This design comes from an exercise in tuning for small area, a short achievable clock period and few clock cycles per item on the open sky130 flow, not from production work.
Where RTL was checked, it was by simulation tests only, not by an equivalence proof against the original.
Power is estimated from default activity; no workload was simulated.

Setup of old:
==> flow/design.v (excerpt) <==
module dsk_decoder (
    input  wire         clk,
    input  wire         rst,
    input  wire         in_valid,
    output wire         in_ready,
    input  wire [183:0] in_key,
    input  wire [4:0]   in_klen,
    output reg          out_valid,
    input  wire         out_ready,
    output reg          out_sign,
    output reg  [1:0]   out_class,
    output reg  [31:0]  out_exp,
    output reg  [5:0]   out_dcnt,
    output reg  [143:0] out_digits,
    output wire [2:0]   out_status,
    output wire [4:0]   out_detail
);
==> flow/config.mk <==
export PLATFORM = sky130hd
export DESIGN_NAME = dsk_decoder
export DESIGN_NICKNAME = dsk_decoder
export VERILOG_FILES = /design/flow/design.v
export SDC_FILE = /design/flow/constraint.sdc
export NUM_CORES = 8
export LEC_CHECK = 0
export ABC_AREA = 1
export CAP_MARGIN = 60
export CORE_MARGIN = 2
export CORE_UTILIZATION = 60
export CTS_BUF_LIST = sky130_fd_sc_hd__clkbuf_16
export CTS_CLUSTER_DIAMETER = 80
export CTS_CLUSTER_SIZE = 30
export PLACE_DENSITY = 0.65
export SLEW_MARGIN = 60
==> flow/constraint.sdc <==
create_clock -name core_clock -period 25.0 [get_ports {clk}]
set_input_delay 5.0000 -clock core_clock [delete_from_list [all_inputs] [get_ports {clk}]]
set_output_delay 5.0000 -clock core_clock [all_outputs]
set_load 0.01 [all_outputs]
standard.sh (not shown) runs the stock make flow with config.mk's settings and CLKGATE_MAP_FILE= SYNTH_SCRIPT=/design/flow/synth_recipe.tcl, a recipe that flattens the netlist after the stock synthesis.
==> flow/flow/run.sh <==
#!/bin/bash
# The standard layout (the standard.sh, standard synthesis included), with
# plain buffers on the ports instead of the default port buffer cell.
set -euo pipefail
bash standard.sh "BUFFER_PORTS_ARGS=-buffer_cell sky130_fd_sc_hd__buf_1" finish > standard_flow.log 2>&1
Testbench counts of old, summed over its fixed seeds: cycles 16,024, items 16,000.
[inputs] new vs old
# old
export LEC_CHECK = 0
export ABC_AREA = 1
export CAP_MARGIN = 60
export CORE_MARGIN = 2
export CORE_UTILIZATION = 60
export CTS_BUF_LIST = sky130_fd_sc_hd__clkbuf_16
export CTS_CLUSTER_DIAMETER = 80
export CTS_CLUSTER_SIZE = 30
export PLACE_DENSITY = 0.65
export SLEW_MARGIN = 60
create_clock -name core_clock -period 25.0 [get_ports {clk}]
# new
export LEC_CHECK = 0
export ABC_AREA = 1
export CAP_MARGIN = 60
export CORE_MARGIN = 2
export CORE_UTILIZATION = 60
export CTS_BUF_LIST = sky130_fd_sc_hd__clkbuf_16
export CTS_CLUSTER_DIAMETER = 80
export CTS_CLUSTER_SIZE = 30
export PLACE_DENSITY = 0.7
export SLEW_MARGIN = 50
create_clock -name core_clock -period 25.0 [get_ports {clk}]
Results
new did not stop at any stage, and its layout met the timing, DRC and antenna checks. Comparing new with old, the number of placement rows came out essentially unchanged. Number of clock buffer instances in the layout (lower): old. Looking at proportion of cell area occupied by registers, new sits 0.37 points lower than old does. Delta (new minus old): worst path setup slack after routing now sits at about the same level; number of vias in the routed layout now sits higher. Area of the multi-input gates: new vs old down about 0.65%.

---

Setup of lane 1:
Starting RTL as in the previous note.
clock: 25.0 ns
lec_check: 0
abc_area: 1
cap_margin: 60
core_margin: 2
core_utilization: 60
cts_buf_list: sky130_fd_sc_hd__clkbuf_16
cts_cluster_diameter: 80
cts_cluster_size: 30
place_density: 0.7
slew_margin: 70
Scripts as last shown in full above: flow/flow/run.sh
Lane 1 went all the way through the flow, and no timing, DRC or antenna check failed.
Testbench counts of lane 1, summed over its fixed seeds: cycles 16,024, items 16,000.
Modified inputs, lane 2 compared to lane 1
- a change of CORE_UTILIZATION from 60 to 40
- a change of SLEW_MARGIN from 70 to 60
- a deleted CTS_CLUSTER_DIAMETER that had been 80
- a deleted CTS_CLUSTER_SIZE that had been 30
- a change of PLACE_DENSITY from 0.7 to 0.6
- a deleted CTS_BUF_LIST that had been sky130_fd_sc_hd__clkbuf_16
--- a/flow/flow/run.sh
+++ b/flow/flow/run.sh
@@ -5 +5 @@
-bash standard.sh "BUFFER_PORTS_ARGS=-buffer_cell sky130_fd_sc_hd__buf_1" finish > standard_flow.log 2>&1
+bash standard.sh "BUFFER_PORTS_ARGS=-buffer_cell sky130_fd_sc_hd__buf_2" finish > standard_flow.log 2>&1
--- outcome ---
| core utilization | lane 2 vs lane 1 | 21 points lower |. Summary — flip-flop and latch share of the layout cell area, lane 2 relative to lane 1: lower, by 1.2 points. First element of the critical path = out_digits[111]: lane 1; first element of the critical path = out_digits[56]: lane 2. Length of the first detailed-routing pass in iterations, lane 1 and lane 2, higher one = lane 1.
diff inputs: lane 2 => lane 3
- changing CORE_UTILIZATION from 40 to 60
- setting CTS_BUF_LIST to sky130_fd_sc_hd__clkbuf_16 for the first time
- setting CTS_CLUSTER_SIZE to 30 for the first time
- setting CTS_CLUSTER_DIAMETER to 80 for the first time
- changing PLACE_DENSITY from 0.6 to 0.7
- changing SLEW_MARGIN from 60 to 40
- changing CAP_MARGIN from 60 to 40
--- a/flow/flow/run.sh
+++ b/flow/flow/run.sh
@@ -5 +5 @@
-bash standard.sh "BUFFER_PORTS_ARGS=-buffer_cell sky130_fd_sc_hd__buf_2" finish > standard_flow.log 2>&1
+bash standard.sh "BUFFER_PORTS_ARGS=-buffer_cell sky130_fd_sc_hd__buf_1" finish > standard_flow.log 2>&1
### Flow results
- Final clock period utilization by the worst path in lane 3 is 0.18 points lower than in lane 2
- Going from lane 2 to lane 3, met2 track demand over resource in global routing grows by 17 points.
- Summary: with lane 2 as the reference, number of buffers added by the clock tree synthesis step in lane 3 moved down by more than half.
### lane 3 -> lane 4
- changing CAP_MARGIN from 40 to 60
- changing CORE_UTILIZATION from 60 to 55
- changing SLEW_MARGIN from 40 to 60
Notes after the runs:
Relative to lane 3, share of cells above drive strength 1 increased by 0.82 points in lane 4. Lower part of the power in combinational logic goes to lane 4 over lane 3. On via count, lane 3 loses to lane 4. Looking at critical path class, the flop to flop result is from lane 3; the flop to output pin one comes from lane 4. Critical path startpoint: s0_key[180] -> lane 3, out_digits[120] -> lane 4. Going from lane 3 to lane 4, the worst hold margin was found to have gone down by 3.9 ps. Going from lane 3 to lane 4, the share of total power in the clock network was found to have gone up by 1.6 points. [compare] base=lane 3 new=lane 4: clock transition at the registers of the reported paths was more or less identical; internal power grew by about 1.6%; synthesized area was more or less identical; final-layout non-clock buffer area share rose by 0.55 points.
Edits applied to the flow inputs when going from lane 4 to lane 5:
- changing CORE_UTILIZATION from 55 to 60
--- a/flow/flow/run.sh
+++ b/flow/flow/run.sh
@@ -5 +5 @@
-bash standard.sh "BUFFER_PORTS_ARGS=-buffer_cell sky130_fd_sc_hd__buf_1" finish > standard_flow.log 2>&1
+bash standard.sh "BUFFER_PORTS_ARGS=-buffer_cell sky130_fd_sc_hd__buf_2" finish > standard_flow.log 2>&1
==> notes.md <==
Lane 4 → lane 5: smallest setup slack after layout higher, register-to-register slack roughly the same, summed instance area of the synthesized netlist roughly the same. Global-route usage: lane 5 > lane 4.

---

dsk_decoder, a different RTL version from the one above (not shown whole).
Size in the first run: ~7400 cells after synthesis, ~750 flip-flops, about 390 I/O pins.
Settings: LEC_CHECK=0, ABC_AREA=1, CAP_MARGIN=20, CORE_MARGIN=2, CORE_UTILIZATION=40, PLACE_DENSITY=0.6, SLEW_MARGIN=20; clock period 25.0 ns.
run.sh (not shown) runs the stock make flow with config.mk's settings and CLKGATE_MAP_FILE= SYNTH_SCRIPT=/design/flow/synth_recipe.tcl, a recipe that flattens the netlist after the stock synthesis.
Stock flow here: none of the scripts above is used.
The first run went through all stages and came out clean.
==> next run, changes <==
==> flow/flow/run.sh (new file) <==
#!/bin/bash
# The standard layout (the standard.sh, standard synthesis included), with
# plain buffers on the ports instead of the default port buffer cell.
set -euo pipefail
bash standard.sh "BUFFER_PORTS_ARGS=-buffer_cell sky130_fd_sc_hd__buf_2" finish > standard_flow.log 2>&1
==> flow/standard.sh (new file) <==
#!/bin/bash
# synth_recipe.tcl (not shown) runs the flow's synth.tcl, then flattens the netlist and writes it again
# the make line also repeats each setting of config.mk as NAME=value (left out here)
make -C /OpenROAD-flow-scripts/flow DESIGN_CONFIG=/design/flow/config.mk WORK_HOME=/design/flow/orfs CLKGATE_MAP_FILE= SYNTH_SCRIPT=/design/flow/synth_recipe.tcl "${@:-finish}"
removed: flow/run.sh
Power is about the same.
Core utilization drops by 1.4 points.
Worst setup slack gets better by 0.67 ns.
Non-clock buffer count drops by 2.
Cell count barely changes.
Area after synthesis does not change.
Via count rises by 0.98%.
Sequential power stays flat.
Global-route usage decreases by 0.39 points.
First-iteration DRC count came out higher by 5.3%.
Clock-buffer cell count decreases by 10.
No run of this note included a check of the RTL's function; only the layout flow was run.

---

Setup of run A:
RTL: one of the versions met above, not the one the previous note started from.
Size in the first run: about 7,300 cells after synthesis, about 750 flip-flops, about 53,000 um2 of cells after synthesis.
Settings: LEC_CHECK=0, ABC_AREA=1, CAP_MARGIN=60, CORE_MARGIN=2, CORE_UTILIZATION=40, CTS_BUF_LIST=sky130_fd_sc_hd__clkbuf_16, CTS_CLUSTER_DIAMETER=80, CTS_CLUSTER_SIZE=30, PLACE_DENSITY=0.6, SLEW_MARGIN=60; clock period 25.0 ns.
standard.sh (not shown) runs the stock make flow with config.mk's settings and CLKGATE_MAP_FILE= SYNTH_SCRIPT=/design/flow/synth_recipe.tcl, a recipe that flattens the netlist after the stock synthesis.
==> flow/flow/run.sh <==
#!/bin/bash
# The standard layout (the standard.sh, standard synthesis included), with
# plain buffers on the ports instead of the default port buffer cell.
set -euo pipefail
bash standard.sh "BUFFER_PORTS_ARGS=-buffer_cell sky130_fd_sc_hd__buf_2" finish > standard_flow.log 2>&1
Both conditions hold for run A: the flow ran to the end and the final layout passed the timing, DRC and antenna checks.
Testbench counts of run A, summed over its fixed seeds: cycles 16,024, items 16,000.
Edits applied to the flow inputs when going from run A to run B:
# run A
export LEC_CHECK = 0
export ABC_AREA = 1
export CAP_MARGIN = 60
export CORE_MARGIN = 2
export CORE_UTILIZATION = 40
export CTS_BUF_LIST = sky130_fd_sc_hd__clkbuf_16
export CTS_CLUSTER_DIAMETER = 80
export CTS_CLUSTER_SIZE = 30
export PLACE_DENSITY = 0.6
export SLEW_MARGIN = 60
create_clock -name core_clock -period 25.0 [get_ports {clk}]
# run B
export LEC_CHECK = 0
export ABC_AREA = 1
export CAP_MARGIN = 60
export CORE_MARGIN = 2
export CORE_UTILIZATION = 60
export CTS_BUF_LIST = sky130_fd_sc_hd__clkbuf_16
export CTS_CLUSTER_DIAMETER = 80
export CTS_CLUSTER_SIZE = 25
export PLACE_DENSITY = 0.7
export SLEW_MARGIN = 60
create_clock -name core_clock -period 25.0 [get_ports {clk}]
-- flow/flow/run.sh --
<<< run A, line 5
bash standard.sh "BUFFER_PORTS_ARGS=-buffer_cell sky130_fd_sc_hd__buf_2" finish > standard_flow.log 2>&1
>>> run B, line 5
bash standard.sh "BUFFER_PORTS_ARGS=-buffer_cell sky130_fd_sc_hd__buf_1" finish > standard_flow.log 2>&1
==> comparison <==
- Compared with run A, run B shows a lower wire length.
- Power dissipated in combinational cells: run B higher than run A
- Run B reports a lower clock insertion delay at the later pin of the skew report than run A does.
- Share of the final layout cell area in multi-input gates up 1.4 points in run B wrt run A
- Against run A, run B comes in 0.060 ns higher on post-route worst setup slack.
Input-level comparison between run C and run B:
# run B
export LEC_CHECK = 0
export ABC_AREA = 1
export CAP_MARGIN = 60
export CORE_MARGIN = 2
export CORE_UTILIZATION = 60
export CTS_BUF_LIST = sky130_fd_sc_hd__clkbuf_16
export CTS_CLUSTER_DIAMETER = 80
export CTS_CLUSTER_SIZE = 25
export PLACE_DENSITY = 0.7
export SLEW_MARGIN = 60
create_clock -name core_clock -period 25.0 [get_ports {clk}]
# run C
export LEC_CHECK = 0
export ABC_AREA = 1
export CAP_MARGIN = 60
export CORE_MARGIN = 2
export CORE_UTILIZATION = 60
export CTS_BUF_LIST = sky130_fd_sc_hd__clkbuf_16
export CTS_CLUSTER_DIAMETER = 80
export CTS_CLUSTER_SIZE = 30
export PLACE_DENSITY = 0.7
export SLEW_MARGIN = 60
create_clock -name core_clock -period 25.0 [get_ports {clk}]
--- outcome ---
The setup slack of run C is larger than that of run B.
Comparing run C and run B, the lower initial antenna violation count was measured on run C.
Summary of run C over run B: clock edge transition at the registers on the reported setup and hold paths essentially unchanged; total number of vias lower; clock tree skew after final layout now sits at about the same level; global-route usage shows no meaningful change.
> inputs changed (run C -> run D)
# run C
export LEC_CHECK = 0
export ABC_AREA = 1
export CAP_MARGIN = 60
export CORE_MARGIN = 2
export CORE_UTILIZATION = 60
export CTS_BUF_LIST = sky130_fd_sc_hd__clkbuf_16
export CTS_CLUSTER_DIAMETER = 80
export CTS_CLUSTER_SIZE = 30
export PLACE_DENSITY = 0.7
export SLEW_MARGIN = 60
create_clock -name core_clock -period 25.0 [get_ports {clk}]
# run D
export LEC_CHECK = 0
export ABC_AREA = 1
export CAP_MARGIN = 60
export CORE_MARGIN = 2
export CORE_UTILIZATION = 40
export CTS_BUF_LIST = sky130_fd_sc_hd__clkbuf_8
export CTS_CLUSTER_DIAMETER = 60
export CTS_CLUSTER_SIZE = 15
export PLACE_DENSITY = 0.6
export SLEW_MARGIN = 60
create_clock -name core_clock -period 25.0 [get_ports {clk}]
-- flow/flow/run.sh --
<<< run C, line 5
bash standard.sh "BUFFER_PORTS_ARGS=-buffer_cell sky130_fd_sc_hd__buf_1" finish > standard_flow.log 2>&1
>>> run D, line 5
bash standard.sh "BUFFER_PORTS_ARGS=-buffer_cell sky130_fd_sc_hd__buf_2" finish > standard_flow.log 2>&1
==> comparison <==
Changes observed in run D relative to run C: worst path setup slack after routing went down; synthesized cell area stayed essentially flat; final cell count picked up an extra 686; die outline width climbed 22%. Run C -> run D: buffer depth of the longest clock path flat. Summary of the comparison: flop-to-flop setup slack is higher in run D, relative to run C. For the highest cell delay on the worst timing path, run D came in 0.02 ns lower than run C did. [run D] post-layout minimum cycle time rose 0.22 ns relative to run C. Area growth from synthesis to layout in run D is 3.7 points higher than in run C. Run D ends up with higher final critical-path share of the clock period than run C does.

==> re-timing with driven ports <==
In the flow no input, the clock included, has a driving cell. The finished layouts below were timed again as built, in two steps. Step 1 sets driving cells, clkbuf_16 on the clock port and buf_2 on the other inputs (assumed; they add their load-dependent delay and slew). Step 2 times the ports against the registers' clock, not the clock port: input delays grow and output delays shrink by t, the midpoint of the rising clock arrivals with the driver on. Slacks: no drivers / after step 1 / after step 2; pairs: no drivers / after step 1.
| run | t, ns | setup slack, ns | worst setup path at the end | latest minus earliest clock arrival (ns) | slew at the worst register clock pin (ns) |
|---|---|---|---|---|---|
| old | 0.681 | 18.751 / 18.681 / 18.309 | input to register | 0.042 / 0.042 | 0.12 / 0.12 |
| new | 0.677 | 18.752 / 18.681 / 18.122 | input to register | 0.044 / 0.044 | 0.12 / 0.12 |
| lane 1 | 0.698 | 18.694 / 18.621 / 18.325 | input to register | 0.043 / 0.043 | 0.11 / 0.11 |
| lane 2 | 0.778 | 18.674 / 18.597 / 18.558 | input to register | 0.054 / 0.054 | 0.07 / 0.07 |
| lane 3 | 0.681 | 18.720 / 18.652 / 18.080 | input to register | 0.047 / 0.047 | 0.11 / 0.11 |
| lane 4 | 0.748 | 18.702 / 18.627 / 18.158 | input to register | 0.047 / 0.047 | 0.12 / 0.12 |
| lane 5 | 0.707 | 18.721 / 18.650 / 18.191 | input to register | 0.043 / 0.044 | 0.11 / 0.11 |
| the first run of note 3 | 0.809 | 17.267 / 17.322 / 16.513 | input to register | 0.048 / 0.048 | 0.08 / 0.08 |
| the second run of note 3 | 0.778 | 17.938 / 17.938 / 17.481 | input to register | 0.043 / 0.044 | 0.07 / 0.07 |
| run A | 0.767 | 18.676 / 18.596 / 18.552 | input to register | 0.054 / 0.054 | 0.11 / 0.11 |
| run B | 0.699 | 18.736 / 18.660 / 18.296 | input to register | 0.041 / 0.041 | 0.10 / 0.10 |
| run C | 0.681 | 18.751 / 18.681 / 18.309 | input to register | 0.042 / 0.042 | 0.12 / 0.12 |
| run D | 0.897 | 18.533 / 18.452 / 18.530 | input to register | 0.081 / 0.081 | 0.10 / 0.10 |
After both steps setup and hold are still met in every run listed. For the first run of note 3, which loses most, drivers alone change the setup slack by +0.055 ns; drivers and shift together by -0.754 ns.
